What follows belongs to an exercise in optimizing a design on an open flow for small area; a production flow would make more cautious choices. The RTL was checked by simulation tests, not by an equivalence proof against the original design. Power is estimated from default activity; no workload was simulated.

==> flow/design.v <==
module pjon_rx (
    input  wire        clk,
    input  wire        rst_n,           
    input  wire        cmd_valid,
    input  wire [31:0] cmd,
    input  wire [2:0]  ev_clr,
    input  wire        cfg_shared,
    input  wire        cfg_simplex,
    input  wire        cfg_router,
    input  wire [7:0]  device_id,
    input  wire [31:0] bus_id,
    input  wire [2:0]  irq_en,
    output reg  [2:0]  result_code,
    output reg         ev_deliver,
    output reg         ev_resp_valid,
    output reg         ev_overrun,
    output wire        rx_active,
    output wire        irq,
    output wire [31:0] result,
    output wire [7:0]  resp,
    output reg  [7:0]  meta_rx_id,
    output reg  [7:0]  meta_tx_id,
    output reg  [31:0] meta_rx_bus,
    output reg  [31:0] meta_tx_bus,
    output reg  [15:0] meta_header,
    output wire [15:0] rx_length,
    output wire [15:0] rx_count,
    output wire [15:0] rx_payoff,
    output wire [15:0] rx_paylen,
    output reg  [7:0]  crc8_acc,
    output wire [31:0] crc32_acc
);
    localparam [2:0] R_NONE    = 3'd0;
    localparam [2:0] R_ACK     = 3'd1;
    localparam [2:0] R_NAK     = 3'd2;
    localparam [2:0] R_FAIL    = 3'd3;
    localparam [2:0] R_BUSY    = 3'd4;
    localparam [2:0] R_ILLEGAL = 3'd6;
    function [7:0] crc8_step;
        input [7:0] acc;
        input [7:0] b;
        reg [7:0] t;
        begin
            t = acc ^ b;
            crc8_step[0] = t[2] ^ t[4] ^ t[5];
            crc8_step[1] = t[0] ^ t[3] ^ t[5] ^ t[6];
            crc8_step[2] = t[0] ^ t[1] ^ t[4] ^ t[6] ^ t[7];
            crc8_step[3] = t[0] ^ t[1] ^ t[4] ^ t[7];
            crc8_step[4] = t[0] ^ t[1] ^ t[4];
            crc8_step[5] = t[1] ^ t[2] ^ t[5];
            crc8_step[6] = t[0] ^ t[2] ^ t[3] ^ t[6];
            crc8_step[7] = t[1] ^ t[3] ^ t[4] ^ t[7];
        end
    endfunction
    function [31:0] crc32_step;
        input [31:0] acc;
        input [7:0]  b;
        reg [7:0] t;
        begin
            t = acc[7:0] ^ b;
            crc32_step[0] = acc[8] ^ t[2];
            crc32_step[1] = acc[9] ^ t[0] ^ t[3];
            crc32_step[2] = acc[10] ^ t[0] ^ t[1] ^ t[4];
            crc32_step[3] = acc[11] ^ t[1] ^ t[2] ^ t[5];
            crc32_step[4] = acc[12] ^ t[0] ^ t[2] ^ t[3] ^ t[6];
            crc32_step[5] = acc[13] ^ t[1] ^ t[3] ^ t[4] ^ t[7];
            crc32_step[6] = acc[14] ^ t[4] ^ t[5];
            crc32_step[7] = acc[15] ^ t[0] ^ t[5] ^ t[6];
            crc32_step[8] = acc[16] ^ t[1] ^ t[6] ^ t[7];
            crc32_step[9] = acc[17] ^ t[7];
            crc32_step[10] = acc[18] ^ t[2];
            crc32_step[11] = acc[19] ^ t[3];
            crc32_step[12] = acc[20] ^ t[0] ^ t[4];
            crc32_step[13] = acc[21] ^ t[0] ^ t[1] ^ t[5];
            crc32_step[14] = acc[22] ^ t[1] ^ t[2] ^ t[6];
            crc32_step[15] = acc[23] ^ t[2] ^ t[3] ^ t[7];
            crc32_step[16] = acc[24] ^ t[0] ^ t[2] ^ t[3] ^ t[4];
            crc32_step[17] = acc[25] ^ t[0] ^ t[1] ^ t[3] ^ t[4] ^ t[5];
            crc32_step[18] = acc[26] ^ t[0] ^ t[1] ^ t[2] ^ t[4] ^ t[5] ^ t[6];
            crc32_step[19] = acc[27] ^ t[1] ^ t[2] ^ t[3] ^ t[5] ^ t[6] ^ t[7];
            crc32_step[20] = acc[28] ^ t[3] ^ t[4] ^ t[6] ^ t[7];
            crc32_step[21] = acc[29] ^ t[2] ^ t[4] ^ t[5] ^ t[7];
            crc32_step[22] = acc[30] ^ t[2] ^ t[3] ^ t[5] ^ t[6];
            crc32_step[23] = acc[31] ^ t[3] ^ t[4] ^ t[6] ^ t[7];
            crc32_step[24] = t[0] ^ t[2] ^ t[4] ^ t[5] ^ t[7];
            crc32_step[25] = t[0] ^ t[1] ^ t[2] ^ t[3] ^ t[5] ^ t[6];
            crc32_step[26] = t[0] ^ t[1] ^ t[2] ^ t[3] ^ t[4] ^ t[6] ^ t[7];
            crc32_step[27] = t[1] ^ t[3] ^ t[4] ^ t[5] ^ t[7];
            crc32_step[28] = t[0] ^ t[4] ^ t[5] ^ t[6];
            crc32_step[29] = t[0] ^ t[1] ^ t[5] ^ t[6] ^ t[7];
            crc32_step[30] = t[0] ^ t[1] ^ t[6] ^ t[7];
            crc32_step[31] = t[1] ^ t[7];
        end
    endfunction
    reg [31:0] crc_x;
    reg        crc_f;         
    reg        res_x;         
    reg [10:0] res_s;         
    reg        resp_ack, resp_nak;
    reg [10:0] len_q;         
    reg [9:0]  cnt_q;         
    reg [3:0]  payoff_q;      
    reg [9:0]  paylen_q;      
    reg [15:0] rx_hdr;        
    reg [7:0]  rx_byte0;      
    reg [31:0] rx_busbuf;     
    reg [31:0] rx_txbus;      
    reg [7:0]  rx_txid;       
    reg [31:0] rx_crc;        
    reg        rx_okf;        
    assign crc32_acc = crc_x | {32{crc_f}};
    assign result    = res_x ? ~crc_x : {21'd0, res_s};
    assign resp      = {3'b000, resp_nak, 1'b0, resp_ack | resp_nak, resp_ack, resp_nak};
    assign rx_length = {5'd0, len_q};
    assign rx_count  = {6'd0, cnt_q};
    assign rx_payoff = {12'd0, payoff_q};
    assign rx_paylen = {6'd0, paylen_q};
    wire [7:0] opc  = cmd[7:0];
    wire [7:0] b    = cmd[15:8];
    wire       vld  = cmd_valid && (cmd[31:18] == 14'd0);
    wire is_nop    = vld && opc == 8'h00;
    wire is_init   = vld && opc == 8'h03;
    wire is_feed8  = vld && opc == 8'h04;
    wire is_feed32 = vld && opc == 8'h05;
    wire is_byte   = vld && opc == 8'h10;
    wire is_fail   = vld && opc == 8'h11;
    wire is_reset  = vld && opc == 8'h12;
    wire is_known  = is_nop | is_init | is_feed8 | is_feed32 | is_byte | is_fail | is_reset;
    wire [9:0] i     = cnt_q;
    wire       first = (i == 10'd0);
    wire       i_lo = (i[9:4] == 6'd0);
    wire       i1    = i_lo && i[3:0] == 4'd1;
    wire       i2    = i_lo && i[3:0] == 4'd2;
    wire h_mode = rx_hdr[0];
    wire h_si   = rx_hdr[1];
    wire h_ackr = rx_hdr[2];
    wire h_c32  = rx_hdr[5];
    wire h_el   = rx_hdr[6];
    wire h_eh   = rx_hdr[7];
    wire [3:0] j = i[3:0] - {3'd0, h_eh} - {3'd0, h_el};
    wire at_len   = i_lo && j == 4'd2;
    wire we_lenhi = i_lo && h_el && j == 4'd1;
    wire [3:0] we_bus;
    assign we_bus[0] = i_lo && h_mode && j == 4'd3;
    assign we_bus[1] = i_lo && h_mode && j == 4'd4;
    assign we_bus[2] = i_lo && h_mode && j == 4'd5;
    assign we_bus[3] = i_lo && h_mode && j == 4'd6;
    wire [3:0] we_txb;
    assign we_txb[0] = i_lo && h_mode && h_si && j == 4'd7;
    assign we_txb[1] = i_lo && h_mode && h_si && j == 4'd8;
    assign we_txb[2] = i_lo && h_mode && h_si && j == 4'd9;
    assign we_txb[3] = i_lo && h_mode && h_si && j == 4'd10;
    wire we_txid = i_lo && h_si && (h_mode ? j == 4'd11 : j == 4'd3);
    wire [3:0] pos_pay  = 4'd3 + {3'd0, h_eh} + {3'd0, h_el} + {1'b0, h_mode, 2'b00} +
                          (h_si ? (h_mode ? 4'd5 : 4'd1) : 4'd0);
    wire [4:0] overhead = {1'b0, pos_pay} + (h_c32 ? 5'd4 : 5'd1);
    wire [7:0] lhi     = h_el ? rx_txid : 8'd0;
    wire       len_big = (lhi[7:3] != 5'd0) || (lhi[2] && (lhi[1:0] != 2'd0 || b != 8'd0));
    wire [4:0] ovmin   = (overhead < 5'd5) ? 5'd5 : overhead;
    wire       len_sml = (lhi == 8'd0) && (b < {3'd0, ovmin});
    wire       bad_len = at_len && (len_big || len_sml);
    wire [10:0] d       = len_q + {1'b1, ~i};
    wire        complete = (d == 11'd0);
    wire        chk32    = h_c32 && (d[10:2] == 9'd0);
    wire [7:0]  a8  = is_feed8 ? crc8_acc :
                      first    ? 8'h00 :
                      i1       ? rx_hdr[7:0] : rx_crc[7:0];
    wire [31:0] a32 = is_feed32 ? crc32_acc :
                      first     ? 32'hFFFFFFFF : rx_crc;
    wire [7:0]  s8  = crc8_step(a8, b);
    wire [31:0] s32 = crc32_step(a32, b);
    wire c32_cur = i1 ? b[5] : h_c32;
    wire use8    = !first && !c32_cur;
    reg [7:0] cbyte;
    always @(*) begin
        case (d[1:0])
            2'd0: cbyte = rx_crc[7:0];
            2'd1: cbyte = rx_crc[15:8];
            2'd2: cbyte = rx_crc[23:16];
            default: cbyte = rx_crc[31:24];
        endcase
    end
    wire m  = (b == (cbyte ^ {8{h_c32}}));
    wire ok = m && rx_okf;
    wire bad_id  = first && !cfg_router && b != device_id && b != 8'hFF;
    wire bad_hdr = i1 && !cfg_router && (b[0] != cfg_shared);
    wire [31:0] bus_nx;
    assign bus_nx[31:24] = (is_byte && we_bus[0]) ? b : rx_busbuf[31:24];
    assign bus_nx[23:16] = (is_byte && we_bus[1]) ? b : rx_busbuf[23:16];
    assign bus_nx[15:8]  = (is_byte && we_bus[2]) ? b : rx_busbuf[15:8];
    assign bus_nx[7:0]   = (is_byte && we_bus[3]) ? b : rx_busbuf[7:0];
    wire [3:0] bus_eq = {bus_nx[31:24] == bus_id[31:24], bus_nx[23:16] == bus_id[23:16],
                         bus_nx[15:8] == bus_id[15:8], bus_nx[7:0] == bus_id[7:0]};
    wire bad_bus = !cfg_router && ((we_bus[0] && !bus_eq[3]) || (we_bus[1] && !bus_eq[2]) ||
                                   (we_bus[2] && !bus_eq[1]) || (we_bus[3] && !bus_eq[0]));
    wire abort = bad_id || bad_hdr || bad_len || bad_bus;
    wire done  = !abort && complete;
    wire warranted = h_ackr && (rx_byte0 != 8'hFF) && !cfg_simplex && !cfg_router &&
                     (!h_mode || bus_eq == 4'hF);
    wire rx_done = is_byte && done;
    wire raise_r = rx_done && warranted;
    wire raise_d = rx_done && ok;
    always @(posedge clk) begin
        if (!rst_n) begin
            result_code   <= R_NONE;
            ev_deliver    <= 1'b0;
            ev_resp_valid <= 1'b0;
            ev_overrun    <= 1'b0;
            res_x         <= 1'b0;
            res_s         <= 11'd0;
            resp_ack      <= 1'b0;
            resp_nak      <= 1'b0;
            meta_rx_id    <= 8'd0;
            meta_tx_id    <= 8'd0;
            meta_rx_bus   <= 32'd0;
            meta_tx_bus   <= 32'd0;
            meta_header   <= 16'd0;
            len_q         <= 11'd0;
            cnt_q         <= 10'd0;
            payoff_q      <= 4'd0;
            paylen_q      <= 10'd0;
            crc8_acc      <= 8'd0;
            crc_f         <= 1'b1;
        end else begin
            ev_deliver    <= (ev_deliver & ~ev_clr[0]) | raise_d;
            ev_resp_valid <= (ev_resp_valid & ~ev_clr[1]) | raise_r;
            ev_overrun    <= (ev_overrun & ~ev_clr[2]) |
                             (raise_d & ev_deliver & ~ev_clr[0]) |
                             (raise_r & ev_resp_valid & ~ev_clr[1]);
            if (cmd_valid) begin
                if (!is_known)
                    result_code <= R_ILLEGAL;
                else if (is_nop || is_reset)
                    result_code <= R_NONE;
                else if (is_init || is_feed8 || is_feed32)
                    result_code <= R_ACK;
                else if (is_fail)
                    result_code <= R_FAIL;
                else if (abort)
                    result_code <= bad_len ? R_FAIL : R_BUSY;
                else if (complete)
                    result_code <= ok ? R_ACK : R_NAK;
                else
                    result_code <= R_NONE;
            end
            if (is_init) begin
                crc8_acc  <= 8'h00;
                crc_f     <= 1'b1;
            end
            if (is_feed8)  crc8_acc  <= s8;
            if (is_feed32) crc_f     <= 1'b0;
            if (is_feed32)
                res_x <= 1'b1;
            else if (is_feed8 || rx_done)
                res_x <= 1'b0;
            if (is_feed8)       res_s <= {3'd0, s8};
            else if (rx_done)   res_s <= len_q;
            if (is_fail || is_reset)
                cnt_q <= 10'd0;
            if (is_byte) begin
                cnt_q <= (abort || complete) ? 10'd0 : i + 10'd1;
                if (first)
                    len_q <= 11'd0;
                else if (at_len && !bad_len)
                    len_q <= {lhi[2:0], b};
            end
            if (raise_r) begin
                resp_ack <= ok;
                resp_nak <= !ok;
            end
            if (raise_d) begin
                meta_rx_id  <= rx_byte0;
                meta_header <= {h_eh ? rx_hdr[15:8] : 8'd0, rx_hdr[7:0]};
                meta_rx_bus <= h_mode ? rx_busbuf : 32'd0;
                meta_tx_bus <= (h_mode && h_si) ? rx_txbus : 32'd0;
                meta_tx_id  <= h_si ? rx_txid : 8'd0;
                payoff_q    <= pos_pay;
                paylen_q    <= len_q[9:0] - {5'd0, overhead};
            end
        end
    end
    always @(posedge clk) begin
        if (is_feed32)
            crc_x <= s32;
    end
    always @(posedge clk) begin
        if (is_byte) begin
            if (first) begin
                rx_byte0    <= b;
                rx_hdr[7:0] <= s8;
            end
            if (i1)
                rx_hdr[7:0] <= b;
            if (i2 && h_eh)
                rx_hdr[15:8] <= b;
            if (we_lenhi || we_txid)
                rx_txid <= b;
            rx_busbuf <= bus_nx;
            if (we_txb[0]) rx_txbus[31:24] <= b;
            if (we_txb[1]) rx_txbus[23:16] <= b;
            if (we_txb[2]) rx_txbus[15:8]  <= b;
            if (we_txb[3]) rx_txbus[7:0]   <= b;
            if (!chk32) begin
                rx_crc[31:8] <= s32[31:8];
                rx_crc[7:0]  <= use8 ? s8 : s32[7:0];
            end
            rx_okf <= !chk32 || (rx_okf && m);
        end
    end
    assign rx_active = !first;
    assign irq = (ev_deliver & irq_en[0]) | (ev_resp_valid & irq_en[1]) |
                 (ev_overrun & irq_en[2]);
endmodule
==> flow/flow/run.sh <==
#!/bin/bash
# Own layout flow: the standard ORFS flow (standard.sh) with three changes
#  - synthesis maps logic with an area-oriented ABC script (flow/abc_map.script)
#    instead of ORFS's delay-oriented one, and leaves adders to ABC instead of
#    mapping them to half/full adder cells first; the rest of synthesis, and
#    so the registers, are unchanged;
#  - ports are buffered with buf_1 instead of the default buffer pick;
#  - the clock tree uses small clock buffers in sink clusters of up to 10,
#    without dummy loads.
# Each tool's output goes to a log file in this folder.
set -euo pipefail
W=$(pwd)
rm -rf "$W/scripts_mod"
cp -r "$FLOW_HOME/scripts" "$W/scripts_mod"
cp "$W/flow/abc_map.script" "$W/scripts_mod/abc_speed.script"
CTS="-sink_clustering_enable -repair_clock_nets -dont_use_dummy_load -sink_clustering_size 10 -sink_clustering_max_diameter 40 -buf_list {sky130_fd_sc_hd__clkbuf_2 sky130_fd_sc_hd__clkbuf_4}"
bash standard.sh \
  SCRIPTS_DIR="$W/scripts_mod" \
  ADDER_MAP_FILE= \
  BUFFER_PORTS_ARGS="-buffer_cell sky130_fd_sc_hd__buf_1" \
  CTS_ARGS="$CTS" \
  finish > "$W/standard_flow.log" 2>&1
==> flow/flow/abc_map.script <==
strash
dc2
dch -f
map -a
mfs2
strash
dc2
dch -f
map -a
topo
==> flow/standard.sh <==
#!/bin/bash
# synth_recipe.tcl (not shown) runs the flow's synth.tcl, then flattens the netlist and writes it again
# the make line also repeats each setting of config.mk as NAME=value (left out here)
make -C /OpenROAD-flow-scripts/flow DESIGN_CONFIG=/design/flow/config.mk WORK_HOME=/design/flow/orfs CLKGATE_MAP_FILE= SYNTH_SCRIPT=/design/flow/synth_recipe.tcl "${@:-finish}"
==> flow/config.mk <==
export PLATFORM = sky130hd
export DESIGN_NAME = pjon_rx
export DESIGN_NICKNAME = pjon_rx
export VERILOG_FILES = /design/flow/design.v
export SDC_FILE = /design/flow/constraint.sdc
export NUM_CORES = 4
export LEC_CHECK = 0
export CAP_MARGIN = 20
export CORE_MARGIN = 2
export CORE_UTILIZATION = 40
export SLEW_MARGIN = 20
==> flow/constraint.sdc <==
create_clock -name core_clock -period 12.0 [get_ports {clk}]
set_input_delay 2.4000 -clock core_clock [delete_from_list [all_inputs] [get_ports {clk}]]
set_output_delay 2.4000 -clock core_clock [all_outputs]
set_load 0.01 [all_outputs]
==> results of run 1 <==
routing by layer:
layer | wire length, µm | GRT usage (%) | vias to the layer above | part of all wire, %
met3 | 3540 | 4.47 | 95 | 7.4
met5 | 0 | 0 | - | 0
met4 | 1470 | 8.63 | 0 | 3.1
li1 | - | - | 6303 | -
met1 | 20700 | 32.3 | 6132 | 43
met2 | 22100 | 39.7 | 532 | 46
layout by cell type (no fill, tap or decap), drive strengths merged, types with 2 or more instances in the layout:
master / n
diode: 2
o32ai: 2
dfxtp: 160
nand3: 28
a211oi: 5
a31oi: 8
a21oi: 121
a221oi: 4
nor4: 19
o31ai: 4
nand2: 158
conb: 33
nor2: 286
or4: 2
nor3: 54
o21ai: 110
buf: 321
nand3b: 5
clkbuf: 49
o211ai: 4
or2: 43
o221ai: 3
edfxtp: 161
clkinv: 108
xnor2: 53
a22oi: 71
xor2: 97
nand4: 20
o22ai: 35
layout make-up:
cell class | instances | area [µm²]
diodes | 2 | 5.00
repair buffers | 321 | 1300
multi-input cells | 1169 | 6330
well taps | 468 | 586
clock buffers | 49 | 368
inverters | 109 | 412
fillers | 3646 | 19600
flip-flops and latches | 321 | 8040
power breakdown:
part	switching [mW]	internal, mW
registers	0.000274	1.16
clock network	0.362	0.186
logic	0.0922	0.0408
total	0.455	1.38
metrics by stage:
stage	power [mW]	utilization [%]	hold slack, ps	area, µm²
2_1_floorplan	1.27	-	441	15000
3_3_place_gp	1.31	45.4	452	16600
3_5_place_dp	1.31	45.5	458	16600
4_1_cts	1.86	46.5	468	17000
5_1_grt	1.91	46.5	504	17000
6_report	1.84	46.5	464	17000
synthesized netlist by cell type, types with 4 or more instances:
master | count | area [µm²]
nor2_1 | 286 | 1070
edfxtp_1 | 161 | 4830
dfxtp_1 | 160 | 3200
nand2_1 | 158 | 593
a21oi_1 | 121 | 606
o21ai_0 | 110 | 551
clkinv_1 | 109 | 409
xor2_1 | 97 | 850
a22oi_1 | 71 | 533
nor3_1 | 54 | 270
xnor2_1 | 53 | 464
or2_2 | 43 | 269
buf_4 | 36 | 270
o22ai_1 | 35 | 219
nand3_1 | 28 | 140
nand4_1 | 20 | 125
nor4_1 | 19 | 119
a31oi_1 | 8 | 50.1
a211oi_1 | 5 | 37.5
nand3b_1 | 5 | 37.5
a221oi_1 | 4 | 35.0
o211ai_1 | 4 | 30.0
o31ai_1 | 4 | 30.0
kinds of logic (layout without fill, tap and decap cells):
family | count (synthesis) | in the layout | share of synthesized area (%)
AOI/OAI and AO/OA | 370 | 370 | 14.5
xor gates and xnor gates | 150 | 150 | 8.85
buffers and inverters | 145 | 479 | 4.58
DFF | 321 | 321 | 54.1
other | 1 | 35 | 0.0253
and+or+nand+nor | 616 | 616 | 17.9
flip-flops by register name (all words and copies together), names as in the netlist, 3 cells and up:
register     count
result_code      3
rx_hdr          16
rx_byte0         8
meta_tx_bus     32
crc_x           32
meta_header     16
meta_rx_bus     32
paylen_q        10
rx_txid          8
meta_rx_id       8
payoff_q         4
cnt_q           10
len_q           11
rx_crc          32
meta_tx_id       8
rx_txbus        32
rx_busbuf       32
crc8_acc         8
res_s           11
worst max-delay path by stage:
stage | cells after the start | end
3_5_place_dp | 25 | payoff_q[3]
6_report | 25 | payoff_q[3]
2_1_floorplan | 20 | payoff_q[3]
4_1_cts | 25 | payoff_q[3]
3_3_place_gp | 25 | payoff_q[3]
5_1_grt | 25 | payoff_q[3]
critical path: cells and delay by family:
| family | cells | cell delay (ps) |
|---|---|---|
| and+or+nand+nor | 13 | 3600 |
| buffers and inverters | 7 | 2240 |
| AOI/OAI and AO/OA | 5 | 1080 |
==> flow_results.org, run 1 <==
** Outcome
- The run finished with no timing, DRC or antenna violations.

** Place
- Routability congestion estimate :: 0.908
- After detailed placement, the design holds a cell count of 2,388.
- Post-detail-place hpwl :: 34,200 µm
- At the placement stage, the worst setup path has a slack of 2520 ps.
- Number of input and output port buffers inserted :: 296

** Critical path
- Worst path arrival time :: 9340 ps
- Launch point of the worst path :: cmd_valid
- Destination of the worst register-to-register timing path :: payoff_q[3]
- Critical path class :: in2reg
- Critical path's largest stage delay :: 780 ps
- STA classifies the critical path startpoint as an input pin.
- The worst register-to-register path has a depth of 21.
- Setup slack of the worst register-to-register path :: 4830 ps
- The slowest stage of the critical path belongs to the cell nor2_4.
- In this design, the critical path's most frequently occurring cell is clkinv_1.
- Required time at the endpoint of the critical path :: 12,620 ps
- Max FO, Critical Path :: 55
- Kind of end point of the critical path :: flop
- Beginning of the worst register-to-register path :: cnt_q[4]

** Detailed routing
- The first detailed-routing pass took 5 iterations.
- DRT iter0 DRCs :: 993
- Wires add up to 47,800 µm.
- WL per Instance :: 19.6 µm
- Final routed DRC violation total :: 0
- Summing over every cut layer, the via total after detailed routing is 13,100.
- Post-route antenna net violation count :: 0
- Avg Vias per Cell :: 5.36

** Layout
- The final layout contains 2,055 nets.
- Syn-to-layout area delta :: 14.8%
- After the flow finishes, the layout carries non-filler instances totaling 2,439.
- Share of cells above drive strength 1 :: 6.75%

** Logic synthesis
- The synthesized netlist occupies a cell area of 14,800 µm².
- Number of instances in the synthesized netlist :: 1,603
- Synthesized flop and latch total :: 321
- Yosys mapped a number of flops with a built-in enable equal to 161.
- Dividing the synthesized area by the synthesized cell count gives 9.26 µm².
- Seq/Total Area, Yosys :: 54.1%
- Most frequently used flop master after synthesis :: edfxtp_1
- For this run, the number of Yosys warnings is 1.
- Count of different cell masters after synthesis :: 31
- After synthesis, the share of flip-flops with an asynchronous set or reset is 0%.

** Hold path
- Launch point of the worst hold path :: rx_busbuf[26]
- In this run the worst hold path is classified as reg2reg.
- Along the worst hold path, the cell count comes to 2.
- The worst hold path terminates at meta_rx_bus[26].

** Die
- The die is 197 µm wide.
- The die covers 38,700 µm².
- After floorplanning, the core was sized to cover 36,600 µm².
- Once the floorplan was initialized, standard cells occupied 40.6% of the core.
- Die H :: 197 µm
- Row generation in the floorplan step produced 70 rows.
- 332 I/O pins were placed.

** STA
- Worst slew pin tran :: 1100 ps
- The worst path needs 8720 ps of the cycle, external delays included.
- The max-slew violation count came to 0.
- The final count of hold timing violations is 0.
- Fin worst setup slack :: 3280 ps
- Post-route setup TNS :: 0 ps
- Setup repair after global routing left no endpoint under its margin.
- Share of the clock period used by the worst path after layout :: 72.6%
- Maximum clock skew at final layout :: 85.1 ps
- Based on the critical path, the design can be clocked at up to 115 MHz.
- Setup violations remaining at the end of the flow were counted as 0.
- Relative slew margins :: 26.1%

** Run
- Across the run, the number of max-cap violations was 0.

** Pwr
- Pwr dens :: 108 nW/µm²
- The worst-case IR drop observed on VDD is 0.0000550 V.
- Leakage dissipation :: 5.80 nW

** Clocking
- Number of H-tree levels :: 2
- In this run the clock root is driven by a clkbuf_4.
- Hold repair after CTS inserted 0 buffers.
- Largest buffer count on any clock path :: 3
- Post-CTS sizing :: 0
- Number of buffers inserted to repair setup after CTS :: 0
- Clock sinks :: 321
- At the later pin of the worst-skew pair, clock insertion delay measures 740 ps.
- Clock transition time at the flip-flop clock pins of the worst setup and hold paths :: 120 ps
- Clock buffer count from CTS :: 49
- TritonCTS built the clock tree.

** GRT
- Wire length of the first global-routing pass :: 72,000 µm
- In the global route stage, overall resource usage came out at 24.2%.
- After global routing the overflow that remains totals 0.
- Vias in the first global route :: 12,300
- The initial antenna violation count is 2.
- Maximum number of pins on one net before global-route repair :: 79
==> run 2: changes to the inputs <==
==> flow/flow/run.sh (replaced) <==
#!/bin/bash
# Own layout flow: the standard ORFS flow (standard.sh) with three changes
#  - synthesis maps logic with an area-oriented ABC script (flow/abc_map.script)
#    instead of ORFS's delay-oriented one; the rest of synthesis, and so the
#    registers, are unchanged;
#  - ports are buffered with buf_1 instead of the default buffer pick;
#  - the clock tree uses small clock buffers in sink clusters of up to 15,
#    without dummy loads.
# Each tool's output goes to a log file in this folder.
set -euo pipefail
W=$(pwd)
rm -rf "$W/scripts_mod"
cp -r "$FLOW_HOME/scripts" "$W/scripts_mod"
cp "$W/flow/abc_map.script" "$W/scripts_mod/abc_speed.script"
CTS="-sink_clustering_enable -repair_clock_nets -dont_use_dummy_load -sink_clustering_size 15 -sink_clustering_max_diameter 60 -buf_list {sky130_fd_sc_hd__clkbuf_2 sky130_fd_sc_hd__clkbuf_4 sky130_fd_sc_hd__clkbuf_8}"
bash standard.sh \
  SCRIPTS_DIR="$W/scripts_mod" \
  BUFFER_PORTS_ARGS="-buffer_cell sky130_fd_sc_hd__buf_1" \
  CTS_ARGS="$CTS" \
  finish > "$W/standard_flow.log" 2>&1
==> run 2 against run 1 <==
Non-clock buffer count increased by 1. Clock-buffer cell count decreased by 18. Synthesized cell count increased by 6.3%. Highest routed layer unchanged.
==> flow_results.org, run 2 <==
** Outcome
- Result of the run :: finished clean

** Hold path
- Hold-critical path depth :: 2 (unchanged)
- Worst hold endpoint :: res_s[4]
- The worst hold path begins at res_s[4].
- In this run the worst hold path is classified as reg2reg.

** Critical path
- Critical path's largest stage delay :: 580 ps (-200 ps)
- Number of cells traversed by the worst register-to-register path :: 32 (+52%)
- Most frequent cell on the critical path :: nor2_1
- Launch point of the worst path :: cmd[24]
- Destination of the worst register-to-register timing path :: meta_tx_bus[9]
- Beginning of the worst register-to-register path :: cnt_q[0]
- The critical path is of the in2reg type.
- STA classifies the critical path startpoint as an input pin.
- The data required time of the critical path is 12,560 ps (-60 ps).
- Worst path arrival time :: 9470 ps (+130 ps)
- Max FO, Critical Path :: 43 (-22%)
- Kind of end point of the critical path :: flop
- Critical Path Slowest Stage Cell :: nor4_1
- Setup slack of the worst register-to-register path :: 4260 ps (-570 ps)

** Layout
- Relative to the synthesized area, the layout overhead comes to 14.6%.
- The number of non-filler instances in the completed layout came to 2,570 (+5.4%).
- Most common cell after layout, fill and taps aside :: nor2_1
- Final core utilization :: 46.2% (-0.35 points)
- The fill cell instance count of the final layout came to 3,843 (+5.4%).
- In the layout the commonest cells are 323 x nor2_1, 296 x buf_1, 161 x edfxtp_1.
- Number of nets in the layout :: 2,172 (+5.7%)
- Share of cells above drive strength 1 :: 4.63% (-2.1 points)

** Logic synthesis
- Synthesized flop and latch total :: 321 (unchanged)
- Most frequently used flop master after synthesis :: edfxtp_1
- The parity-gate share of the synthesized area counting xor and xnor cells came to 8.13% (-0.72 points).
- The sequential area share after synthesis came to 51.8% (-2.3 points).
- Top-area cell type share of the netlist area :: 31.2% (-1.4 points)
- The cell count after synthesis was 1,704 (+6.3%).
- Leading cell types by count after synthesis :: 327 x nor2_1, 161 x edfxtp_1, 160 x dfxtp_1
- Compound-Gate Fraction of Synth Area :: 14.6% (+0.066 points)
- The number of distinct library cells after synthesis came to 40 (+29%).
- The post-synthesis average cell area is 9.10 µm² (-1.7%).
- The fraction of synthesis flops using an asynchronous set or reset pin is 0% (unchanged).
- Top post-synthesis cells by area :: edfxtp_1 31%, dfxtp_1 21%, nor2_1 7.9%
- The area share of fa/ha/maj cells after synthesis was 2.97% (+3.0 points).
- Number of enable-type register cells in the synthesized netlist :: 161 (unchanged)
- Count leader, synth :: nor2_1
- The basic-gate share of the synthesized area counting and, or, nand and nor cells is 17.0% (-0.83 points).
- The post-synthesis mux area share came to 0% (unchanged).
- Mapped cell area :: 15,500 µm² (+4.4%)
- The number of warning messages in the yosys log is 1 (unchanged).
- After synthesis, the largest family of logic cells by area is simple AND/OR/NAND/NOR gates.
- Cell accounting for the most synthesized area :: edfxtp_1

** GRT
- The maximum number of pins on one net before global-route repair came to 94 (+19%).
- The wire length of the first global-routing pass is 75,400 µm (+4.8%).
- The number of global-route vias before repair was 12,700 (+3.2%).
- Remaining Overflow, GRT :: 0 (unchanged)
- Initial antenna violation count :: 1 (-1)
- Global Route Usage Sum :: 24.1% (-0.13 points)

** Clocking
- Number of H-tree levels :: 1 (-1)
- The latest clock arrival within the worst-skew pair came to 660 ps (-80 ps).
- Clock sinks :: 321 (unchanged)
- The hold-fix buffer count after cts is 0 (unchanged).
- The maximum buffer depth of the clock tree came to 3 (unchanged).
- Clock transition time at the flip-flop clock pins of the worst setup and hold paths :: 80 ps (-40 ps)
- Clock root buffer :: clkbuf_8
- TritonCTS clock tree :: built
- Post-CTS sizing :: 0 (unchanged)
- The clock buffer count from CTS is 31 (-37%).
- The number of buffers inserted by post-CTS setup repair came to 0 (unchanged).

** STA
- The final worst clock skew was 79.6 ps (-5.49 ps).
- The final critical-path required period is 8910 ps (+194 ps).
- Share of the clock period used by the worst path after layout :: 74.3% (+1.6 points)
- The worst-margin pin slew was 1060 ps (-40.8 ps).
- Worst Hold Margin :: 469 ps (+5.07 ps)
- The final count of hold timing violations was 0 (unchanged).
- Relative slew margins :: 29.1% (+3.0 points)
- The setup TNS came to 0 ps (unchanged).
- Number of endpoints failing setup at the final stage :: 0 (unchanged)
- Setup repair after global routing left no endpoint under its margin.
- Number of pins exceeding their max-slew limit in the final report :: 0 (unchanged)
- The final worst slack is 3090 ps (-194 ps).
- Maximum clock frequency :: 112 MHz (-2.2%)

** Place
- Post-detail-place hpwl :: 36,300 µm (+6.2%)
- Placement-stage worst setup slack :: 2510 ps (-10.3 ps)
- The placed instance count is 2,538 (+6.3%).
- The number of port buffers came to 296 (unchanged).
- Routability congestion estimate :: 0.963 (+6.1%)

** Detailed routing
- The average via count per standard cell came to 5.29 (-1.3%).
- Routed Wire Length :: 50,400 µm (+5.4%)
- The DRC violation count after routing was 0 (unchanged).
- The via count came to 13,600 (+4.0%).
- The starting DRC count in detailed routing came to 922 (-7.2%).
- The antenna violation net count after detailed routing was 0 (unchanged).
- The iteration count of the initial detailed-routing pass is 5 (unchanged).
- The detail-routed net length per standard cell was 19.6 µm (about the same).

** Pwr
- The clock network fraction of total power was 31.3% (+1.5 points).
- Switching power :: 0.459 mW (+0.87%)
- Pwr dens :: 106 nW/µm² (-1.7%)
- The leakage power figure was 6.05 nW (+4.4%).
- The part of the total power dissipated in combinational logic was 7.2% (about the same).
- The proportion of power drawn by flip-flops and latches was 61.4% (-1.5 points).
- The internal power component is 1.43 mW (+3.0%).
- The switching power as a share of total power came to 24.3% (-0.39 points).
- Maximum VDD drop :: 0.0000722 V (+31%)

** Die
- Die ar. :: 40,400 µm² (+4.4%)
- The number of top-level design ports was 332 (unchanged).
- Die H :: 201 µm (+2.2%)
- The number of placement rows is 72 (+2.9%).
- The initial standard-cell utilization of the core came to 40.3% (-0.24 points).
- The placeable core area was 38,500 µm² (+5.1%).
- Die width :: 201 µm (+2.2%)

** Run
- The count of maximum capacitance violations came to 0 (unchanged).
## run 2: worst max path at each step
stage / end / slack (ps) / depth (start not counted)
floorplan: paylen_q[0] / 1140 / 22
global placement: meta_tx_bus[3] / 2600 / 27
detailed placement: meta_tx_bus[2] / 2510 / 27
CTS: meta_tx_bus[2] / 3170 / 27
global route: meta_tx_bus[29] / 2330 / 27
finish: meta_tx_bus[9] / 3090 / 26
## run 2: cells by family after synthesis
kind of cell | count (synthesis)
AO/OA/AOI/OAI | 387
XOR/XNOR | 144
adder cells (fa/ha/maj) | 35
buffers and inverters | 187
flip-flops | 321
other | 1
AND/OR/NAND/NOR | 629
## run 2: cell type report
type / count / area, µm² / area share (%)
diodes: 1 / 2.50 / 0.0141
clock buffers: 31 / 427 / 2.40
inverters: 149 / 562 / 3.16
multi-input cells: 1228 / 6790 / 38.2
flip-flops and latches: 321 / 8040 / 45.2
well taps: 518 / 648 / 3.65
repair buffers: 322 / 1310 / 7.35
## run 2: per-stage QoR
step | area (µm²) | total power [mW]
5_1_grt | 17800 | 1.95
4_1_cts | 17800 | 1.90
2_1_floorplan | 15600 | 1.27
6_report | 17800 | 1.89
3_3_place_gp | 17300 | 1.32
3_5_place_dp | 17300 | 1.32
## run 2: routing by layer
metal | up-vias | GRT usage (%) | share of wire [%]
li1 | 6537 | - | -
met1 | 6472 | 32.1 | 43
met2 | 506 | 40.5 | 48
met3 | 71 | 4.25 | 7.1
met4 | 0 | 6.43 | 2.3
met5 | - | 0 | 0
## run 2: worst max-delay path: cells and delay by family
kind / cells / cell delay, ps
buffers and inverters: 6 / 2490
AND/OR/NAND/NOR: 15 / 3240
AO/OA/AOI/OAI: 5 / 1280
## run 2: power groups by stage
stage / combinational, mW / clock [mW] / sequential, mW
after global routing: 0.149 / 0.644 / 1.16
after floorplan: 0.0849 / 0 / 1.18
final: 0.137 / 0.591 / 1.16
after global placement: 0.133 / 0 / 1.18
after detailed placement: 0.134 / 0 / 1.18
after CTS: 0.136 / 0.608 / 1.16
==> run 3: changes to the inputs <==
--- a/flow/design.v
+++ b/flow/design.v
@@ -184,19 +184,21 @@
     wire ok = m && rx_okf;
     wire bad_id  = first && !cfg_router && b != device_id && b != 8'hFF;
     wire bad_hdr = i1 && !cfg_router && (b[0] != cfg_shared);
-    wire [31:0] bus_nx;
-    assign bus_nx[31:24] = (is_byte && we_bus[0]) ? b : rx_busbuf[31:24];
-    assign bus_nx[23:16] = (is_byte && we_bus[1]) ? b : rx_busbuf[23:16];
-    assign bus_nx[15:8]  = (is_byte && we_bus[2]) ? b : rx_busbuf[15:8];
-    assign bus_nx[7:0]   = (is_byte && we_bus[3]) ? b : rx_busbuf[7:0];
-    wire [3:0] bus_eq = {bus_nx[31:24] == bus_id[31:24], bus_nx[23:16] == bus_id[23:16],
-                         bus_nx[15:8] == bus_id[15:8], bus_nx[7:0] == bus_id[7:0]};
-    wire bad_bus = !cfg_router && ((we_bus[0] && !bus_eq[3]) || (we_bus[1] && !bus_eq[2]) ||
-                                   (we_bus[2] && !bus_eq[1]) || (we_bus[3] && !bus_eq[0]));
+    wire [1:0] bus_k = j[1:0] - 2'd3;
+    reg  [7:0] bus_exp;
+    always @(*) begin
+        case (bus_k)
+            2'd0: bus_exp = bus_id[31:24];
+            2'd1: bus_exp = bus_id[23:16];
+            2'd2: bus_exp = bus_id[15:8];
+            default: bus_exp = bus_id[7:0];
+        endcase
+    end
+    wire bad_bus = !cfg_router && (we_bus != 4'd0) && (b != bus_exp);
     wire abort = bad_id || bad_hdr || bad_len || bad_bus;
     wire done  = !abort && complete;
     wire warranted = h_ackr && (rx_byte0 != 8'hFF) && !cfg_simplex && !cfg_router &&
-                     (!h_mode || bus_eq == 4'hF);
+                     (!h_mode || rx_busbuf == bus_id);
     wire rx_done = is_byte && done;
     wire raise_r = rx_done && warranted;
     wire raise_d = rx_done && ok;
@@ -295,7 +297,10 @@
                 rx_hdr[15:8] <= b;
             if (we_lenhi || we_txid)
                 rx_txid <= b;
-            rx_busbuf <= bus_nx;
+            if (we_bus[0]) rx_busbuf[31:24] <= b;
+            if (we_bus[1]) rx_busbuf[23:16] <= b;
+            if (we_bus[2]) rx_busbuf[15:8]  <= b;
+            if (we_bus[3]) rx_busbuf[7:0]   <= b;
             if (we_txb[0]) rx_txbus[31:24] <= b;
             if (we_txb[1]) rx_txbus[23:16] <= b;
             if (we_txb[2]) rx_txbus[15:8]  <= b;
==> flow/flow/run.sh (replaced) <==
#!/bin/bash
# Own layout flow: the standard ORFS flow (standard.sh) with three changes
#  - synthesis maps logic with an area-oriented ABC script (flow/abc_map.script,
#    a 30 s &deepsyn pass, then area mapping with don't-care resynthesis)
#    instead of ORFS's delay-oriented one, and leaves adders to ABC instead of
#    mapping them to half/full adder cells first; the rest of synthesis, and
#    so the registers, are unchanged;
#  - ports are buffered with buf_1 instead of the default buffer pick;
#  - the clock tree uses small clock buffers in sink clusters of up to 10,
#    without dummy loads.
# Each tool's output goes to a log file in this folder.
set -euo pipefail
W=$(pwd)
rm -rf "$W/scripts_mod"
cp -r "$FLOW_HOME/scripts" "$W/scripts_mod"
cp "$W/flow/abc_map.script" "$W/scripts_mod/abc_speed.script"
CTS="-sink_clustering_enable -repair_clock_nets -dont_use_dummy_load -sink_clustering_size 10 -sink_clustering_max_diameter 40 -buf_list {sky130_fd_sc_hd__clkbuf_2 sky130_fd_sc_hd__clkbuf_4}"
bash standard.sh \
  SCRIPTS_DIR="$W/scripts_mod" \
  ADDER_MAP_FILE= \
  BUFFER_PORTS_ARGS="-buffer_cell sky130_fd_sc_hd__buf_1" \
  CTS_ARGS="$CTS" \
  finish > "$W/standard_flow.log" 2>&1
==> flow/flow/abc_map.script (replaced) <==
strash
&get -n
&deepsyn -T 30
&put
dch -f
map -a
mfs2
strash
dc2
dch -f
map -a
mfs2
strash
dc2
dch -f
map -a
topo
==> run 3 against run 2 <==
First-iteration DRC count increased by 15%. Critical path type unchanged. Non-clock buffer count fell by 5. Synthesized cell count fell by 9.4%. Synthesized area shrank 6.1%. Combinational power hardly changed. Utilization increased by 0.38 points. Setup slack improved by 2000 ps. Cell area decreased by 6.3%. Final cell count decreased by 7.9%. Via count fell by 4.4%. Die area is 6.0% lower. Clock power decreased by about 10%. Critical endpoint is now rx_crc[5]. Highest routed layer is now met5.
==> flow_results.org, run 3 <==
** Outcome
- Result of the run :: finished clean

** Logic synthesis
- The number of warning messages in the yosys log was 1 (unchanged).
- Count leader, synth :: nand2_1
- By area the synthesized netlist is led by edfxtp_1 33%, dfxtp_1 22%, o21ai_0 5.8%.
- Leading cell types by count after synthesis :: 205 x nand2_1, 170 x o21ai_0, 161 x edfxtp_1
- The synthesized design spends more area on one cell type than any other, namely edfxtp_1.
- Seq/Total Area, Yosys :: 55.2% (+3.4 points)
- Most frequently used flop master after synthesis :: edfxtp_1
- Avg Cell Area, Syn :: 9.44 µm² (+3.7%)
- The total of flip-flops plus latches after synthesis is 321 (unchanged).
- The number of synthesized flops with an enable pin is 161 (unchanged).
- The cell count after synthesis came to 1,543 (-9.4%).
- Top-area cell type share of the netlist area :: 33.2% (+2.0 points)
- The number of distinct library cells after synthesis was 39 (-2.5%).
- The fraction of synthesis flops using an asynchronous set or reset pin was 0% (unchanged).
- Mapped cell area :: 14,600 µm² (-6.1%)

** Hold path
- The min-delay analysis places its worst path in the category reg2reg.
- Launch point of the worst hold path :: rx_hdr[13]
- The cell depth of the worst min-delay path was 2 (unchanged).
- For hold timing, the worst endpoint is meta_header[13].

** Layout
- Syn-to-layout area delta :: 14.3%
- Share of cells above drive strength 1 :: 6.94% (+2.3 points)
- The post-layout net count came to 1,988 (-8.5%).
- The number of non-filler instances in the completed layout is 2,366 (-7.9%).
- The cell area after layout is 16,600 µm² (-6.3%).
- Commonest non-fill, non-tap cells in the layout :: 295 x buf_1, 205 x nand2_1, 170 x o21ai_0
- Most common cell after layout, fill and taps aside :: buf_1

** STA
- The final setup violation count was 0 (unchanged).
- The relative slew slack came to 23.7% (-5.3 points).
- The final worst clock skew came to 100 ps (+20.5 ps).
- Worst slew pin tran :: 1130 ps (+65.1 ps)
- The final hold slack is 438 ps (-30.4 ps).
- Count of final hold-check violations :: 0 (unchanged)
- The setup TNS is 0 ps (unchanged).
- Min Tclk post-route :: 6890 ps (-2020 ps)
- Setup repair after global routing left no endpoint under its margin.
- Maximum clock frequency :: 145 MHz (+29%)
- Share of the clock period used by the worst path after layout :: 57.4% (-17 points)
- The max-slew violation count is 0 (unchanged).

** Critical path
- The delay contributed by the slowest stage of the critical path came to 960 ps (+380 ps).
- Beginning of the worst register-to-register path :: rx_hdr[7]
- The register-to-register path setup slack came to 5790 ps (+1530 ps).
- Worst path arrival time :: 7270 ps (-2200 ps)
- The worst setup path is of the in2reg kind.
- Destination of the worst register-to-register timing path :: meta_rx_bus[22]
- The data required time of the critical path came to 12,380 ps (-180 ps).
- Crit path cell chain :: buf_1 > clkinv_1 > nor4_1 > nand2_1 > nor3_1 > nand2_1 > nor2_2 > buf_4 > clkinv_1 > o22ai_1 > xor2_1 > xor2_1 > xnor2_1 > xor2_1 > nand2_1 > o21ai_0
- Number of cells traversed by the worst register-to-register path :: 20 (-38%)
- Max FO, Critical Path :: 34 (-21%)
- STA classifies the critical path endpoint as a flop.
- STA classifies the critical path startpoint as an input pin.
- Critical Path Slowest Stage Cell :: clkinv_1

** Place
- Post-detail-place hpwl :: 35,200 µm (-3.3%)
- Placed standard-cell area :: 16,300 µm² (-6.1%)
- Routability congestion estimate :: 0.913 (-5.2%)
- The placed instance count was 2,317 (-8.7%).
- Number of input and output port buffers inserted :: 296 (unchanged)

** Clocking
- Clock root buffer :: clkbuf_4
- Largest buffer count on any clock path :: 3 (unchanged)
- The clock net sink count came to 321 (unchanged).
- Clock transition time at the flip-flop clock pins of the worst setup and hold paths :: 100 ps (+20 ps)
- TritonCTS clock tree :: built
- Later-pin clock latency in the skew report :: 720 ps (+60 ps)
- Clock buffer count from CTS :: 46 (+48%)
- Number of H-tree levels :: 2 (+1)
- The hold-fix buffer count after cts was 0 (unchanged).
- Post-CTS sizing :: 0 (unchanged)
- The number of buffers inserted by post-CTS setup repair came to 0 (unchanged).

** Pwr
- Share of power burned in registers :: 63.4% (+2.0 points)
- The switching power came to 0.453 mW (-1.2%).
- The switching power as a share of total power was 24.8% (+0.46 points).
- Internal power of the cells :: 1.37 mW (-3.7%)
- Clk pwr share :: 29.0% (-2.3 points)
- Leakage dissipation :: 5.50 nW (-9.1%)
- The worst ir drop on vdd was 0.0000507 V (-30%).
- The part of the total power dissipated in combinational logic came to 7.6% (+0.4 points).
- The areal power density over the cells is 110 nW/µm² (+3.5%).

** Die
- The placeable core area was 35,700 µm² (-7.1%).
- Die width :: 195 µm (-3.0%)
- Die ar. :: 37,900 µm² (-6.0%)
- Rows :: 69 (-4.2%)
- Top-Level Pins :: 332 (unchanged)
- The die outline height was 195 µm (-3.0%).
- The initial standard-cell utilization of the core came to 40.7% (+0.43 points).

** Detailed routing
- The starting DRC count in detailed routing was 1,058 (+15%).
- The detail-routed net length per standard cell came to 20.9 µm (+6.7%).
- Post-route antenna net violation count :: 0 (unchanged)
- The via count is 13,000 (-4.4%).
- M1 WL :: 21,100 µm (-2.8%)
- The met3 wirelength from detailed routing was 3690 µm (+3.8%).
- Routed length on met2 :: 23,300 µm (-2.9%)
- Avg Vias per Cell :: 5.49 (+3.8%)
- The iteration count of the initial detailed-routing pass came to 5 (unchanged).
- The DRC violation count after routing came to 0 (unchanged).
- Routed Wire Length :: 49,600 µm (-1.7%)
- The highest layer touched by signal routing is met5.

** GRT
- Wire length of the first global-routing pass :: 74,200 µm (-1.7%)
- The remaining global-route overflow is 0 (unchanged).
- The maximum number of pins on one net before global-route repair is 82 (-13%).
- Vias in the first global route :: 12,300 (-3.2%)
- Global Route Usage Sum :: 25.4% (+1.2 points)
- The initial antenna violation count was 3 (+2).

** Run
- The count of maximum capacitance violations is 0 (unchanged).
run 3: power by group through the flow:
stage | Combinational [mW] | Sequential, mW | Clock (mW)
floorplan | 0.0784 | 1.18 | 0
global placement | 0.134 | 1.18 | 0
detailed placement | 0.135 | 1.18 | 0
CTS | 0.137 | 1.16 | 0.545
global route | 0.149 | 1.16 | 0.587
finish | 0.138 | 1.16 | 0.530
run 3: worst max path at each step:
stage                    from   endpoint  slack, ps
global placement    cmd_valid  rx_crc[5]       4380
CTS                 cmd_valid  rx_crc[5]       5050
detailed placement  cmd_valid  rx_crc[5]       4400
floorplan             cmd[19]  crc_x[19]       4040
global route        cmd_valid  rx_crc[5]       4720
finish              cmd_valid  rx_crc[5]       5110
run 3: cell families (layout without fill, tap and decap cells):
| kind of cell | after synthesis | after routing | share of synthesized area (%) |
|---|---|---|---|
| AOI/OAI and AO/OA | 377 | 377 | 15.5 |
| xor gates and xnor gates | 122 | 122 | 7.34 |
| buffers and inverters | 178 | 505 | 5.52 |
| DFF | 321 | 321 | 55.2 |
| other | 1 | 36 | 0.0258 |
| and+or+nand+nor | 544 | 544 | 16.4 |
run 3: through the flow:
step | util [%] | power [mW] | setup slack (ps)
after floorplan | - | 1.26 | 4040
after global placement | 45.6 | 1.32 | 4380
after detailed placement | 45.6 | 1.32 | 4400
after CTS | 46.5 | 1.84 | 5050
after global routing | 46.6 | 1.90 | 4720
final | 46.6 | 1.83 | 5110
run 3: routing by layer:
metal	track usage, %	up-vias
li1	-	6148
met5	0	-
met2	41.0	546
met1	34.4	6202
met4	9.05	2
met3	4.18	91
run 3: critical path: cells and delay by family:
family | cells | cell delay [ps]
buffers and inverters | 4 | 1650
XOR/XNOR | 4 | 1620
AND/OR/NAND/NOR | 6 | 1010
AO/OA/AOI/OAI | 2 | 560
run 3: cell type report:
class | count | area, µm²
antenna | 3 | 7.51
clock buffer | 46 | 345
inverter | 142 | 534
multi-input combinational | 1076 | 5870
sequential | 321 | 8040
timing repair buffer | 317 | 1270
fill | 3546 | 19100
tap | 461 | 577
==> run 4: changes to the inputs <==
--- a/flow/config.mk
+++ b/flow/config.mk
@@ -7,5 +7,5 @@
 export LEC_CHECK = 0
 export CAP_MARGIN = 20
 export CORE_MARGIN = 2
-export CORE_UTILIZATION = 40
+export CORE_UTILIZATION = 60
 export SLEW_MARGIN = 20
==> run 4 against run 3 <==
Still clean on timing, DRC and antenna. Sequential power about the same. Setup slack got worse by 150 ps. Die area decreased by 33%. Global-route usage increased by 9.1 points. Critical path depth unchanged. Clock power decreased by 2%. Combinational power about the same. Synthesized area unchanged. Total power decreased by 0.47%. Routed wire length decreased by 8.9%. Fmax decreased by 2.2%. Non-clock buffer count increased by 1. Critical path type unchanged. Highest routed layer is now met4.
==> flow_results.org, run 4 <==
** Clocking
- CTS hold repair buffers :: 0 (unchanged)
- TritonCTS built the clock tree.
- The clock-pin transition on the worst setup and hold timing paths was 100 ps (about the same).
- Largest buffer count on any clock path :: 3 (unchanged)
- The clock net sink count came to 321 (unchanged).
- Clock buffer count from CTS :: 46 (unchanged)
- Clock root buffer :: clkbuf_4
- Post-CTS sizing :: 0 (unchanged)
- Number of H-tree levels :: 2 (unchanged)
- The latest clock arrival within the worst-skew pair is 700 ps (-20 ps).
- The number of buffers inserted by post-CTS setup repair came to 0 (unchanged).

** Logic synthesis
- The area fraction of the dominant cell type after synthesis is 33.2% (unchanged).
- The post-synthesis average cell area came to 9.44 µm² (unchanged).
- Post-synth ARST share :: 0% (unchanged)
- Warnings, synthesis :: 1 (unchanged)
- The number of distinct library cells after synthesis was 39 (unchanged).
- The total of flip-flops plus latches after synthesis came to 321 (unchanged).
- Seq/Total Area, Yosys :: 55.2% (unchanged)
- Number of instances in the synthesized netlist :: 1,543 (unchanged)
- Number of enable-type register cells in the synthesized netlist :: 161 (unchanged)
- Top post-synthesis cells by area :: edfxtp_1 33%, dfxtp_1 22%, o21ai_0 5.8%
- Most frequently used flop master after synthesis :: edfxtp_1
- Yosys instantiated no cell more often than nand2_1.
- The synthesized design spends more area on one cell type than any other, namely edfxtp_1.
- By count the netlist is led by 205 x nand2_1, 170 x o21ai_0, 161 x edfxtp_1.
- The area of the mapped netlist came to 14,600 µm² (unchanged).

** GRT
- Global Route Usage Sum :: 34.4% (+9.1 points)
- Remaining Overflow, GRT :: 0 (unchanged)
- The initial antenna violation count came to 2 (-1).
- The wire length of the first global-routing pass is 67,900 µm (-8.5%).
- Vias in the first global route :: 12,100 (-1.7%)
- Maximum number of pins on one net before global-route repair :: 87 (+6.1%)

** Layout
- Total non-filler cell area in the finished layout :: 16,500 µm² (-1.0%)
- Number of nets in the layout :: 1,989 (+0.050%)
- The library cell used most frequently in the layout, excluding fill and tap cells, is buf_1.
- Syn-to-layout area delta :: 13.1%
- In the layout the commonest cells are 295 x buf_1, 205 x nand2_1, 169 x o21ai_0.
- Share of cells above drive strength 1 :: 6.94% (about the same)
- FILL cells :: 2,040 (-42%)
- The end-of-flow core utilization came to 68.4% (+22 points).

** Critical path
- The critical-path maximum fanout is 34 (unchanged).
- The worst setup path is launched from an input pin.
- The data required time of the critical path is 12,400 ps (+20 ps).
- Critical path's largest stage delay :: 920 ps (-40 ps)
- Critical Path Slowest Stage Cell :: clkinv_1
- The data arrival time of the worst path is 7440 ps (+170 ps).
- Kind of end point of the critical path :: flop
- Critical path class :: in2reg
- Walking the worst path, the cells encountered are buf_1 > clkinv_1 > nor4_1 > nand2_1 > nor3_1 > nand2_1 > nor2_2 > buf_4 > clkinv_1 > o22ai_1 > xor2_1 > xor2_1 > xnor2_1 > xor2_1 > nand2_1 > o21ai_0.

** STA
- The setup TNS came to 0 ps (unchanged).
- The final setup violation count is 0 (unchanged).
- The max-slew violation count is 0 (unchanged).
- Relative slew margins :: 21.3% (-2.4 points)
- Count of final hold-check violations :: 0 (unchanged)
- RSZ-0062 raised after global routing :: false
- The final critical-path required period is 7040 ps (+154 ps).
- Maximum clock frequency :: 142 MHz (-2.2%)
- Worst Hold Margin :: 457 ps (+18.4 ps)
- Share of the clock period used by the worst path after layout :: 58.7% (+1.3 points)
- The final worst slack came to 4960 ps (-154 ps).
- The final worst clock skew was 91.4 ps (-8.73 ps).
- The worst-margin pin slew came to 1160 ps (+35.8 ps).

** Die
- The initial standard-cell utilization of the core is 60.4% (+20 points).
- Top-Level Pins :: 332 (unchanged)
- Die H :: 160 µm (-18%)
- Rows :: 57 (-17%)
- The die area was 25,500 µm² (-33%).
- The placeable core area was 24,100 µm² (-33%).
- Die width :: 160 µm (-18%)

** Detailed routing
- Pre-Repair DR Iteration Count :: 5 (unchanged)
- The starting DRC count in detailed routing came to 1,467 (+39%).
- Post-route antenna net violation count :: 0 (unchanged)
- The detail-routed net length per standard cell is 20.3 µm (-3.2%).
- The DRC violation count after routing is 0 (unchanged).
- The average via count per standard cell was 5.86 (+6.8%).
- Routed Wire Length :: 45,200 µm (-8.9%)
- Vias after detailed routing :: 13,100 (+0.58%)

** Pwr
- The clock network fraction of total power is 28.7% (-0.3 points).
- Internal power of the cells :: 1.37 mW (about the same)
- Proportion of total power due to net switching :: 24.4% (-0.35 points)
- The worst ir drop on vdd is 0.0000838 V (+65%).
- The areal power density over the cells came to 110 nW/µm² (+0.56%).
- Share of total power in combinational logic :: 7.6% (about the same)
- The proportion of power drawn by flip-flops and latches was 63.7% (+0.3 points).
- The switching power was 0.445 mW (-1.9%).
- The leakage power figure was 5.51 nW (about the same).

** Hold path
- Class of the worst hold path :: reg2reg

** Outcome
- The flow ran to the end and the layout has no timing, DRC or antenna violations.

** Place
- Placement-stage worst setup slack :: 4390 ps (-10.5 ps)
- Post-detail-place hpwl :: 32,000 µm (-8.9%)
- The final RePlAce weighted congestion is 0.948 (+3.9%).
- Placed standard-cell area :: 16,100 µm² (-1.0%)
- The number of port buffers came to 296 (unchanged).

** Run
- Maximum Capacitance Violations :: 0 (unchanged)
==> run 4: cell counts after synthesis <==
Identical to the previous run, type by type.
==> run 4: path summary, 6_finish.rpt <==
path,slack [ps],from,to,cells past startpoint
worst min-delay path,460,paylen_q[7],paylen_q[7],2
worst max register to register,6080,rx_hdr[7],meta_rx_bus[23],23
worst max-delay path,4960,cmd_valid,rx_crc[5],16
worst min register to register,460,paylen_q[7],paylen_q[7],2
==> run 4: power by group through the flow <==
stage / Clock [mW] / Combinational (mW) / Sequential, mW
3_3_place_gp: 0 / 0.133 / 1.18
4_1_cts: 0.529 / 0.136 / 1.16
3_5_place_dp: 0 / 0.135 / 1.18
5_1_grt: 0.568 / 0.148 / 1.16
2_1_floorplan: 0 / 0.0784 / 1.18
6_report: 0.521 / 0.138 / 1.16
==> run 4: cell families (layout without fill, tap and decap cells) <==
kind of cell    Yosys count  count (layout)  synth area share, %
flops                   321             321                 55.2
xor+xnor                122             122                 7.34
simple gates            544             544                 16.4
compound gates          377             377                 15.5
buf+inv                 178             506                 5.52
other cells               1              34               0.0258
==> run 4: per-stage QoR <==
step	power, mW	std cells
floorplan	1.26	1575
global placement	1.32	2181
detailed placement	1.32	2181
CTS	1.82	2227
global route	1.88	2228
finish	1.82	2228
==> run 4: area by class of cell <==
cell class	count	area, µm²	area share, %
Multi-Input combinational cell	1076	5870	35.6
Clock buffer	46	345	2.10
Timing Repair Buffer	318	1280	7.77
Antenna cell	1	2.50	0.0152
Inverter	142	533	3.23
Tap cell	324	405	2.46
Sequential cell	321	8040	48.8
==> run 4: layer usage <==
layer  vias to the layer above  GRT usage [%]  routed length [µm]
met5                         -              0                   0
met4                         0           16.4                1970
met3                       123           6.57                4120
met2                       696           56.5               21500
met1                      6120           44.3               17600
li1                       6125              -                   -
==> run 4: critical path: cells and delay by family <==
kind / cells / cell delay [ps]
AND/OR/NAND/NOR: 6 / 1120
XOR/XNOR: 4 / 1690
buffers and inverters: 4 / 1590
AO/OA/AOI/OAI: 2 / 580
==> run 5: changes to the inputs <==
--- a/flow/flow/run.sh
+++ b/flow/flow/run.sh
@@ -14,7 +14,7 @@
 rm -rf "$W/scripts_mod"
 cp -r "$FLOW_HOME/scripts" "$W/scripts_mod"
 cp "$W/flow/abc_map.script" "$W/scripts_mod/abc_speed.script"
-CTS="-sink_clustering_enable -repair_clock_nets -dont_use_dummy_load -sink_clustering_size 10 -sink_clustering_max_diameter 40 -buf_list {sky130_fd_sc_hd__clkbuf_2 sky130_fd_sc_hd__clkbuf_4}"
+CTS="-sink_clustering_enable -repair_clock_nets -dont_use_dummy_load -sink_clustering_size 20 -sink_clustering_max_diameter 45 -buf_list {sky130_fd_sc_hd__clkbuf_8}"
 bash standard.sh \
   SCRIPTS_DIR="$W/scripts_mod" \
   ADDER_MAP_FILE= \
--- a/flow/config.mk
+++ b/flow/config.mk
@@ -7,5 +7,5 @@
 export LEC_CHECK = 0
 export CAP_MARGIN = 20
 export CORE_MARGIN = 2
-export CORE_UTILIZATION = 60
+export CORE_UTILIZATION = 40
 export SLEW_MARGIN = 20
==> run 5 against run 4 <==
Still clean on timing, DRC and antenna. Flip-flop and latch count unchanged. Register-to-register slack got worse by 370 ps. Die area rose by 49%. Combinational power hardly changed. Largest cell class unchanged.
==> flow_results.org, run 5 <==
** Clocking
- Clock transition time at the flip-flop clock pins of the worst setup and hold paths :: 120 ps (+20 ps)
- The post-cts gate resize count came to 0 (unchanged).
- Number of buffers inserted to repair setup after CTS :: 0 (unchanged)
- The H-tree depth reported by CTS is 2 (unchanged).
- The clock net sink count was 321 (unchanged).
- The maximum buffer depth of the clock tree was 3 (unchanged).
- Clock root buffer :: clkbuf_8
- CTS hold repair buffers :: 0 (unchanged)
- TritonCTS clock tree :: built
- The clock buffer count from CTS is 42 (-8.7%).
- Later-pin clock latency in the skew report :: 590 ps (-110 ps)

** Critical path
- The register-to-register path setup slack is 5710 ps (-370 ps).
- STA classifies the critical path startpoint as an input pin.
- Worst path arrival time :: 7290 ps (-150 ps)
- Beginning of the worst register-to-register path :: rx_hdr[7]
- CP delay by family, top :: buffers and inverters
- Crit path cell chain :: buf_1 > clkinv_1 > nor4_1 > nand2_1 > nor3_1 > nand2_1 > nor2_2 > buf_4 > clkinv_1 > o22ai_1 > xor2_1 > xor2_1 > xnor2_1 > xor2_1 > nand2_1 > o21ai_0
- Number of cells traversed by the worst register-to-register path :: 20 (-13%)
- The data required time of the critical path is 12,230 ps (-170 ps).
- The worst setup path is captured at a flop.
- Max FO, Critical Path :: 34 (unchanged)
- Critical Path Slowest Stage Cell :: clkinv_1
- Destination of the worst register-to-register timing path :: meta_rx_bus[22]
- The number of buffers and inverters on the critical path came to 4 (unchanged).
- Critical path's largest stage delay :: 980 ps (+60 ps)
- The setup path with the least slack is of type in2reg.

** Place
- The placed instance count is 2,317 (+6.2%).
- The number of port buffers came to 296 (unchanged).
- The final HPWL from detailed placement was 35,200 µm (+9.8%).
- Routability congestion estimate :: 0.913 (-3.7%)

** Die
- The width of the die is 195 µm (+22%).
- Initial Util :: 40.7% (-20 points)
- The die area was 37,900 µm² (+49%).
- The placeable core area was 35,700 µm² (+48%).
- The number of top-level design ports is 332 (unchanged).
- The die outline height came to 195 µm (+22%).
- Rows :: 69 (+21%)

** Hold path
- The startpoint identified for the worst hold timing path is rx_txbus[20].
- The path class of the tightest hold or removal check is reg2reg.
- Hold-critical path depth :: 2 (unchanged)
- Worst hold endpoint :: meta_tx_bus[20]

** Outcome
- The flow ran to the end and the layout has no timing, DRC or antenna violations.

** Layout
- Syn-to-layout area delta :: 15.9%
- The ratio of cells with drive above 1 in the final layout is 6.74% (-0.19 points).
- The post-layout net count was 1,984 (-0.25%).
- The number of non-filler instances in the completed layout was 2,359 (+5.9%).
- The count of inserted antenna diode cells is 0 (-1).
- In the layout the commonest cells are 295 x buf_1, 205 x nand2_1, 170 x o21ai_0.
- The library cell used most frequently in the layout, excluding fill and tap cells, is buf_1.
- Final core utilization :: 47.2% (-21 points)

** Logic synthesis
- The number of distinct library cells after synthesis was 39 (unchanged).
- In the post-synthesis netlist, the cell with the most instances is nand2_1.
- Cell accounting for the most synthesized area :: edfxtp_1
- The number of synthesized flops with an enable pin is 161 (unchanged).
- In the synthesized netlist, the cells that appear most often are 205 x nand2_1, 170 x o21ai_0, 161 x edfxtp_1.
- The post-synthesis average cell area came to 9.44 µm² (unchanged).
- Number of instances in the synthesized netlist :: 1,543 (unchanged)
- The number of warning messages in the yosys log is 1 (unchanged).
- The most used flip-flop cell after synthesis is edfxtp_1.
- The area of the mapped netlist came to 14,600 µm² (unchanged).
- The area fraction of the dominant cell type after synthesis is 33.2% (unchanged).
- Synthesized flop and latch total :: 321 (unchanged)
- Top post-synthesis cells by area :: edfxtp_1 33%, dfxtp_1 22%, o21ai_0 5.8%
- Post-synth ARST share :: 0% (unchanged)
- Seq/Total Area, Yosys :: 55.2% (unchanged)

** STA
- Worst slew pin tran :: 1160 ps (-7.32 ps)
- Setup repair after global routing left no endpoint under its margin.
- The final setup violation count was 0 (unchanged).
- The period utilization was 58.8% (+0.14 points).
- The final worst clock skew came to 101 ps (+9.86 ps).
- The final critical-path required period was 7060 ps (+16.4 ps).
- Number of pins exceeding their max-slew limit in the final report :: 0 (unchanged)
- The maximum operating frequency came to 142 MHz (-0.23%).
- The final hold slack came to 438 ps (-18.6 ps).
- Relative slew margins :: 21.8% (+0.49 points)
- The final count of hold timing violations is 0 (unchanged).
- The setup TNS was 0 ps (unchanged).

** GRT
- The wire length of the first global-routing pass came to 74,000 µm (+9.0%).
- Global Route Usage Sum :: 25.3% (-9.1 points)
- Initial antenna violation count :: 1 (-1)
- The remaining global-route overflow was 0 (unchanged).
- Maximum number of pins on one net before global-route repair :: 82 (-5.7%)
- The number of global-route vias before repair is 12,300 (+1.3%).

** Detailed routing
- The average via count per standard cell is 5.51 (-6.1%).
- Pre-Repair DR Iteration Count :: 7 (+2)
- The via count was 13,000 (-0.57%).
- DRT iter0 DRCs :: 1,110 (-24%)
- The routed wire length came to 49,700 µm (+9.9%).
- Post-route antenna net violation count :: 0 (unchanged)
- WL per Instance :: 21.1 µm (+3.8%)
- Final routed DRC violation total :: 0 (unchanged)

** Pwr
- The leakage power figure came to 5.59 nW (+1.6%).
- The worst ir drop on vdd was 0.0000657 V (-22%).
- Power Total :: 1.98 mW (+8.9%)
- Pwr dens :: 117 nW/µm² (+6.4%)

** Run
- The count of maximum capacitance violations came to 0 (unchanged).
## run 5: worst register-to-register path, delay by kind of cell (launching register included)
| family | cells | cell delay, ps |
|---|---|---|
| compound gates | 8 | 2370 |
| buf+inv | 5 | 1570 |
| flops | 1 | 690 |
| simple gates | 7 | 1560 |
## run 5: cell type report
type | instances | area (µm²)
sequential | 321 | 8040
inverter | 142 | 534
fill | 3516 | 18900
tap | 461 | 577
clock buffer | 42 | 578
timing repair buffer | 317 | 1270
multi-input combinational | 1076 | 5870
## run 5: worst max path at each step
stage,slack (ps),to,depth (start not counted),from
floorplan,4040,crc_x[19],12,cmd[19]
global placement,4380,rx_crc[5],16,cmd_valid
detailed placement,4400,rx_crc[5],16,cmd_valid
CTS,4910,rx_crc[5],16,cmd_valid
global route,4570,rx_crc[5],16,cmd_valid
finish,4940,rx_crc[5],16,cmd_valid
## run 5: cell families (layout without fill, tap and decap cells)
| logic type | count (synthesis) | count (layout) | share of synthesized area (%) |
|---|---|---|---|
| compound gates | 377 | 377 | 15.5 |
| xor+xnor | 122 | 122 | 7.34 |
| buf+inv | 178 | 501 | 5.52 |
| flops | 321 | 321 | 55.2 |
| other cells | 1 | 33 | 0.0258 |
| simple gates | 544 | 544 | 16.4 |
## run 5: stage by stage
stage / setup WS [ps] / instance area [µm²]
6_report: 4940 / 16900
5_1_grt: 4570 / 16900
2_1_floorplan: 4040 / 14700
4_1_cts: 4910 / 16900
3_3_place_gp: 4380 / 16300
3_5_place_dp: 4400 / 16300
## run 5: power by group
group	leakage, nW	internal (mW)	switching [mW]
Combinational	2.55	0.0394	0.0987
Sequential	2.74	1.16	0.000216
Clock	0.302	0.309	0.373
## run 5: per-layer routing
layer | GRT usage (%) | vias up | part of all wire [%]
li1 | - | 6123 | -
met5 | 0 | - | 0.026
met4 | 8.88 | 2 | 3.2
met3 | 4.15 | 106 | 7.2
met2 | 41.0 | 563 | 47
met1 | 34.3 | 6195 | 43

==> what the ideal ports hide <==
How much do the figures lean on ideal ports? The routed layouts below were timed once more, with nothing changed but the port constraints. Step 1 sets driving cells, clkbuf_16 on the clock port and buf_2 on the other inputs (assumed; they add their load-dependent delay and slew). Step 2 moves the port delays by t, midway between the first and last clock arrival at a register: inputs arrive t later, outputs are due t later. That takes back most of the time a late clock gives input paths. Three values: no drivers, after step 1, after step 2; two values: the first two.
run | t, ns | slack for setup (ns) | slew at the worst register clock pin (ns) | worst data-port slew with drivers (ns)
run 1 | 0.744 | 3.283 / 3.311 / 2.568 | 0.12 / 0.12 | 0.08
run 2 | 0.667 | 3.089 / 3.115 / 2.448 | 0.10 / 0.10 | 0.08
run 3 | 0.722 | 5.112 / 5.139 / 4.417 | 0.11 / 0.11 | 0.10
run 4 | 0.696 | 4.958 / 4.981 / 4.285 | 0.11 / 0.11 | 0.06
run 5 | 0.589 | 4.942 / 4.967 / 4.378 | 0.12 / 0.12 | 0.10
After both steps setup and hold are still met in every run listed. For run 1, which loses most, drivers alone change the setup slack by +0.028 ns; drivers and shift together by -0.715 ns.
